Context: an optimization exercise on an open-source flow, tuned for small area and a short achievable clock period. The choices shown serve that exercise and are no tape-out recipe. The RTL was checked by simulation tests, not by an equivalence proof against the original design. No driver is modelled on the clock port, so clocking that relies on it looks cheaper here than on a real chip. No activity file was given, so power comes from the tool's default toggle rates.

Setup of the baseline:
==> flow/design.v <==
module dle_rx #(
    parameter MAX_LEN = 32
) (
    input  wire                       clk,
    input  wire                       rst,
    input  wire                       in_valid,
    input  wire [7:0]                 in_byte,
    output reg                        pkt_valid,
    output reg                        pkt_ok,
    output wire [7:0]                 pkt_id,
    output reg  [5:0]                 pkt_data_len,
    output wire [8*(MAX_LEN-4)-1:0]   pkt_data,
    output reg  [5:0]                 pkt_raw_len,
    output wire [8*MAX_LEN-1:0]       pkt_raw,
    output reg                        too_long
);
    localparam [7:0] DLE = 8'h10;
    localparam [7:0] ETX = 8'h03;
    localparam DMAX = MAX_LEN - 4;
    reg       inframe;
    reg [5:0] len;
    reg       par;         
    reg [7:0] d1;          
    reg       w1;          
    reg       kd1, kd2;    
    reg       k1;          
    reg       f1, f2;      
    reg [4:0] wp;          
    wire is_dle   = (in_byte == DLE);
    wire is_etx   = (in_byte == ETX);
    wire idx2     = (len >= 6'd2);
    wire keep     = idx2 && !par;
    wire complete = inframe && is_etx && (len >= 6'd4) && par;
    wire full     = inframe && (len == MAX_LEN - 1);
    reg  failed;           
    wire fail_now = failed || f2;
    always @(posedge clk) begin
        if (rst) begin
            inframe   <= 1'b0;
            pkt_valid <= 1'b0;
            too_long  <= 1'b0;
        end else begin
            pkt_valid <= in_valid && complete;
            too_long  <= in_valid && full && !complete;
            if (in_valid) begin
                if (!inframe)
                    inframe <= is_dle;
                else if (complete || full)
                    inframe <= 1'b0;
            end
        end
    end
    always @(posedge clk) begin
        if (!inframe) begin
            len <= 6'd1;
            par <= 1'b0;
            w1  <= 1'b0;
            kd1 <= 1'b0;
            kd2 <= 1'b0;
            k1  <= 1'b0;
            f1  <= 1'b0;
            f2  <= 1'b0;
            wp  <= 5'h1f;
        end else if (in_valid) begin
            len <= len + 6'd1;
            par <= par ^ (is_dle && idx2);
            w1  <= keep && !is_dle;
            kd1 <= keep && is_dle;
            kd2 <= kd1;
            k1  <= keep;
            f1  <= idx2 && par && !is_dle;
            f2  <= f1;
            wp  <= wp + {4'd0, keep};
        end
    end
    wire [7:0] d1_nx;
    dle_rx_hold u_d1 (.s(in_valid), .sn(!in_valid), .d(in_byte), .q(d1), .y(d1_nx));
    always @(posedge clk)
        d1 <= d1_nx;
    always @(posedge clk) begin
        failed       <= inframe && fail_now;
        pkt_ok       <= !inframe || !fail_now;
        pkt_data_len <= fail_now ? 6'd0 : {1'b0, wp + {4'd0, !k1}};
        pkt_raw_len  <= fail_now ? 6'd0 : len + 6'd1;
    end
    wire [7:0] raw [1:MAX_LEN-2];
    wire       raw1_clr = inframe && fail_now;
    genvar g;
    generate
        for (g = 1; g < MAX_LEN - 1; g = g + 1) begin : g_raw
            reg  [7:0] q;
            wire       we = (g == 1) ? (raw1_clr || len == 6'd1) : (len == g);
            wire [7:0] wd = (g == 1) ? (in_byte & {8{!raw1_clr}}) : in_byte;
            wire [7:0] nx;
            dle_rx_hold u_hold (.s(we), .sn(!we), .d(wd), .q(q), .y(nx));
            always @(posedge clk)
                q <= nx;
            assign raw[g] = q;
            assign pkt_raw[8*g +: 8] = q;
        end
    endgenerate
    assign pkt_raw[7:0] = DLE;
    assign pkt_raw[8*MAX_LEN-1 -: 8] = ETX;
    assign pkt_id = raw[1];
    wire [7:0] wbus = (kd2 ? DLE : d1) & {8{inframe}};
    wire       wr   = w1 || kd2;
    generate
        for (g = 1; g < DMAX; g = g + 1) begin : g_data
            reg  [7:0] q;
            wire       we = wr && wp == g;
            wire [7:0] nx;
            dle_rx_hold u_hold (.s(we), .sn(inframe), .d(wbus), .q(q), .y(nx));
            always @(posedge clk)
                q <= nx;
            assign pkt_data[8*g +: 8] = q;
        end
    endgenerate
    assign pkt_data[7:0] = raw[2];
endmodule
module dle_rx_hold (
    input  wire       s,
    input  wire       sn,
    input  wire [7:0] d,
    input  wire [7:0] q,
    output wire [7:0] y
);
    assign y = (d & {8{s}}) | (q & {8{sn}});
endmodule
==> flow/config.mk <==
export PLATFORM = sky130hd
export DESIGN_NAME = dle_rx
export DESIGN_NICKNAME = dle_rx
export VERILOG_FILES = /design/flow/design.v
export SDC_FILE = /design/flow/constraint.sdc
export NUM_CORES = 4
export LEC_CHECK = 0
export CAP_MARGIN = 20
export CORE_MARGIN = 2
export CORE_UTILIZATION = 70
export CTS_CLUSTER_DIAMETER = 100
export CTS_CLUSTER_SIZE = 30
export PLACE_DENSITY = 0.85
export SLEW_MARGIN = 20
export SYNTH_HIERARCHICAL = 1
export SYNTH_MINIMUM_KEEP_SIZE = 0
==> flow/constraint.sdc <==
create_clock -name core_clock -period 30.0 [get_ports {clk}]
set_input_delay 6.0000 -clock core_clock [delete_from_list [all_inputs] [get_ports {clk}]]
set_output_delay 6.0000 -clock core_clock [all_outputs]
set_load 0.01 [all_outputs]
standard.sh (not shown) runs the stock make flow with config.mk's settings and CLKGATE_MAP_FILE= SYNTH_SCRIPT=/design/flow/synth_recipe.tcl, a recipe that flattens the netlist after the stock synthesis.
==> flow/flow/run.sh <==
#!/bin/bash
# The standard layout (the standard.sh, standard synthesis unchanged),
# with two changes to how it is placed:
# - every port is buffered by a sky130_fd_sc_hd__buf_1 instead of the
#   resizer's default choice (a clkdlybuf4s50_1 delay cell, which is larger
#   and slower);
# - after global placement, flow/upsize.tcl gives the port buffers on the
#   slowest output paths (and the flip-flops driving them) the next drive
#   strength, and the data inputs' port buffers a buf_4 (in_byte drives
#   some 30 loads).
# All of make's output goes to flow_make.log.
set -euo pipefail
bash standard.sh \
  "BUFFER_PORTS_ARGS=-buffer_cell sky130_fd_sc_hd__buf_1" \
  "POST_GLOBAL_PLACE_TCL=$PWD/flow/upsize.tcl" \
  "UPSIZE_OUT_NS=0.53" \
  finish > flow_make.log 2>&1
==> flow/flow/upsize.tcl <==
set thr $::env(UPSIZE_OUT_NS)
set block [ord::get_db_block]
set nbuf 0
set nff 0
foreach p [get_ports -filter "direction==output"] {
  set s [get_property $p slack_max]
  if {$s == "INF" || $s == "inf"} continue
  set arr [expr {30.0 - 6.0 - $s}]
  if {$arr <= $thr} continue
  set bterm [$block findBTerm [get_property $p name]]
  set net [$bterm getNet]
  foreach it [$net getITerms] {
    if {![$it isOutputSignal]} continue
    set inst [$it getInst]
    set m [[$inst getMaster] getName]
    if {$m == "sky130_fd_sc_hd__buf_1"} {
      replace_cell [$inst getName] sky130_fd_sc_hd__buf_2
      incr nbuf
      # the buffer's driver
      set in [$inst findITerm A]
      set n2 [$in getNet]
      foreach it2 [$n2 getITerms] {
        if {![$it2 isOutputSignal]} continue
        set i2 [$it2 getInst]
        if {[[$i2 getMaster] getName] == "sky130_fd_sc_hd__dfxtp_1"} {
          replace_cell [$i2 getName] sky130_fd_sc_hd__dfxtp_2
          incr nff
        }
      }
    }
  }
}
set nin 0
foreach p [get_ports -filter "direction==input"] {
  set name [get_property $p name]
  if {$name == "clk"} continue
  set bterm [$block findBTerm $name]
  set net [$bterm getNet]
  foreach it [$net getITerms] {
    set inst [$it getInst]
    if {[[$inst getMaster] getName] == "sky130_fd_sc_hd__buf_1"} {
      replace_cell [$inst getName] sky130_fd_sc_hd__buf_4
      incr nin
    }
  }
}
puts "upsize.tcl: $nin input buffers upsized"
puts "upsize.tcl: $nbuf output buffers and $nff flip-flops upsized (threshold $thr ns)"
estimate_parasitics -placement
Input-level comparison between the candidate and the baseline:
--- a/flow/design.v
+++ b/flow/design.v
@@ -84,15 +84,18 @@
         pkt_raw_len  <= fail_now ? 6'd0 : len + 6'd1;
     end
     wire [7:0] raw [1:MAX_LEN-2];
-    wire       raw1_clr = inframe && fail_now;
+    wire [7:0] lo_v;
     genvar g;
     generate
+        for (g = 0; g < 8; g = g + 1) begin : g_lo
+            dle_rx_gate u_lo (.a(inframe && len[2:0] == g), .b(in_valid), .y(lo_v[g]));
+        end
         for (g = 1; g < MAX_LEN - 1; g = g + 1) begin : g_raw
             reg  [7:0] q;
-            wire       we = (g == 1) ? (raw1_clr || len == 6'd1) : (len == g);
-            wire [7:0] wd = (g == 1) ? (in_byte & {8{!raw1_clr}}) : in_byte;
+            wire       we = lo_v[g % 8] && (len[5:3] == g / 8);
+            wire       keep = (g == 1) ? (inframe && !fail_now) : inframe;
             wire [7:0] nx;
-            dle_rx_hold u_hold (.s(we), .sn(!we), .d(wd), .q(q), .y(nx));
+            dle_rx_hold u_hold (.s(we), .sn(keep), .d(in_byte), .q(q), .y(nx));
             always @(posedge clk)
                 q <= nx;
             assign raw[g] = q;
@@ -126,3 +129,10 @@
 );
     assign y = (d & {8{s}}) | (q & {8{sn}});
 endmodule
+module dle_rx_gate (
+    input  wire a,
+    input  wire b,
+    output wire y
+);
+    assign y = a & b;
+endmodule
==> results.txt <==
The post-layout instance area in the candidate sits 56 um^2 below the value recorded for the baseline.
Core util | the candidate vs the baseline | the candidate lower
Lower data arrival time at the worst-slack endpoint was reported by the baseline, not the candidate.
Delta(final cycle utilization of the critical path, the candidate - the baseline) > 0
Diff the baseline -> the candidate: count of antenna diodes in the layout held, gate count of the mapped netlist moved down, die area neither gained nor lost much.

---

RTL: the design.v shown in full above, as it stands there.
export LEC_CHECK = 0
export CAP_MARGIN = 20
export CORE_MARGIN = 2
export CORE_UTILIZATION = 70
export CTS_CLUSTER_DIAMETER = 100
export CTS_CLUSTER_SIZE = 30
export PLACE_DENSITY = 0.85
export SLEW_MARGIN = 20
export SYNTH_HIERARCHICAL = 1
export SYNTH_MINIMUM_KEEP_SIZE = 0
create_clock -name core_clock -period 30.0 [get_ports {clk}]
==> flow/flow/run.sh <==
#!/bin/bash
# The standard layout (the standard.sh, standard synthesis unchanged),
# with two changes to how it is placed:
# - every port is buffered by a sky130_fd_sc_hd__buf_1 instead of the
#   resizer's default choice (a clkdlybuf4s50_1 delay cell, which is larger
#   and slower);
# - after global placement, flow/upsize.tcl gives the port buffers on the
#   slowest output paths (and the flip-flops driving them) the next drive
#   strength.
# All of make's output goes to flow_make.log.
set -euo pipefail
bash standard.sh \
  "BUFFER_PORTS_ARGS=-buffer_cell sky130_fd_sc_hd__buf_1" \
  "POST_GLOBAL_PLACE_TCL=$PWD/flow/upsize.tcl" \
  "UPSIZE_OUT_NS=0.53" \
  finish > flow_make.log 2>&1
==> flow/flow/upsize.tcl <==
set thr $::env(UPSIZE_OUT_NS)
set block [ord::get_db_block]
set nbuf 0
set nff 0
foreach p [get_ports -filter "direction==output"] {
  set s [get_property $p slack_max]
  if {$s == "INF" || $s == "inf"} continue
  set arr [expr {30.0 - 6.0 - $s}]
  if {$arr <= $thr} continue
  set bterm [$block findBTerm [get_property $p name]]
  set net [$bterm getNet]
  foreach it [$net getITerms] {
    if {![$it isOutputSignal]} continue
    set inst [$it getInst]
    set m [[$inst getMaster] getName]
    if {$m == "sky130_fd_sc_hd__buf_1"} {
      replace_cell [$inst getName] sky130_fd_sc_hd__buf_2
      incr nbuf
      # the buffer's driver
      set in [$inst findITerm A]
      set n2 [$in getNet]
      foreach it2 [$n2 getITerms] {
        if {![$it2 isOutputSignal]} continue
        set i2 [$it2 getInst]
        if {[[$i2 getMaster] getName] == "sky130_fd_sc_hd__dfxtp_1"} {
          replace_cell [$i2 getName] sky130_fd_sc_hd__dfxtp_2
          incr nff
        }
      }
    }
  }
}
puts "upsize.tcl: $nbuf output buffers and $nff flip-flops upsized (threshold $thr ns)"
estimate_parasitics -placement
Edit:
--- a/flow/design.v
+++ b/flow/design.v
@@ -83,17 +83,20 @@
         pkt_data_len <= fail_now ? 6'd0 : {1'b0, wp + {4'd0, !k1}};
         pkt_raw_len  <= fail_now ? 6'd0 : len + 6'd1;
     end
     wire [7:0] raw [1:MAX_LEN-2];
-    wire       raw1_clr = inframe && fail_now;
+    wire [7:0] lo_v;
     genvar g;
     generate
+        for (g = 0; g < 8; g = g + 1) begin : g_lo
+            dle_rx_gate u_lo (.a(inframe && len[2:0] == g), .b(in_valid), .y(lo_v[g]));
+        end
         for (g = 1; g < MAX_LEN - 1; g = g + 1) begin : g_raw
             reg  [7:0] q;
-            wire       we = (g == 1) ? (raw1_clr || len == 6'd1) : (len == g);
-            wire [7:0] wd = (g == 1) ? (in_byte & {8{!raw1_clr}}) : in_byte;
+            wire       we = lo_v[g % 8] && (len[5:3] == g / 8);
+            wire       keep = (g == 1) ? (inframe && !fail_now) : inframe;
             wire [7:0] nx;
-            dle_rx_hold u_hold (.s(we), .sn(!we), .d(wd), .q(q), .y(nx));
+            dle_rx_hold u_hold (.s(we), .sn(keep), .d(in_byte), .q(q), .y(nx));
             always @(posedge clk)
                 q <= nx;
             assign raw[g] = q;
             assign pkt_raw[8*g +: 8] = q;
@@ -125,4 +128,11 @@
     output wire [7:0] y
 );
     assign y = (d & {8{s}}) | (q & {8{sn}});
 endmodule
+module dle_rx_gate (
+    input  wire a,
+    input  wire b,
+    output wire y
+);
+    assign y = a & b;
+endmodule
After rerunning: Count of clock-buffer cells in the layout is unchanged. Worst setup slack degrades by 0.14 ns. Sequential power shrinks by about 1%. Via count barely changes. Total power came out lower by about 2.5%.

-- afterwards: timing with drivers on the ports --
The results above use ideal ports. As a check the final layouts listed here were re-extracted and re-timed, cells and wires unchanged. Step 1 (the two cells are an assumption about what drives the block):
set clk [get_ports {clk}]
set_driving_cell -lib_cell sky130_fd_sc_hd__clkbuf_16 $clk
set_driving_cell -lib_cell sky130_fd_sc_hd__buf_2 [delete_from_list [all_inputs] $clk]
Step 2 moves the port delays by t, midway between the first and last clock arrival at a register: inputs arrive t later, outputs are due t later. That takes back most of the time a late clock gives input paths. Three values: no drivers, after step 1, after step 2; two values: the first two.
run | t (ns) | setup slack, ns | worst setup path at the end | worst slew at a driven data input, ns
the baseline | 0.588 | 22.864 / 22.813 / 22.366 | input to register | 0.06
the candidate | 0.590 | 22.706 / 22.730 / 22.140 | input to register | 0.07
the first run of note 2 | 0.589 | 22.856 / 22.804 / 22.401 | input to register | 0.08
the second run of note 2 | 0.580 | 22.716 / 22.736 / 22.156 | input to register | 0.08
After both steps setup and hold are still met in every run listed. For the candidate, which loses most, drivers alone change the setup slack by +0.024 ns; drivers and shift together by -0.566 ns.
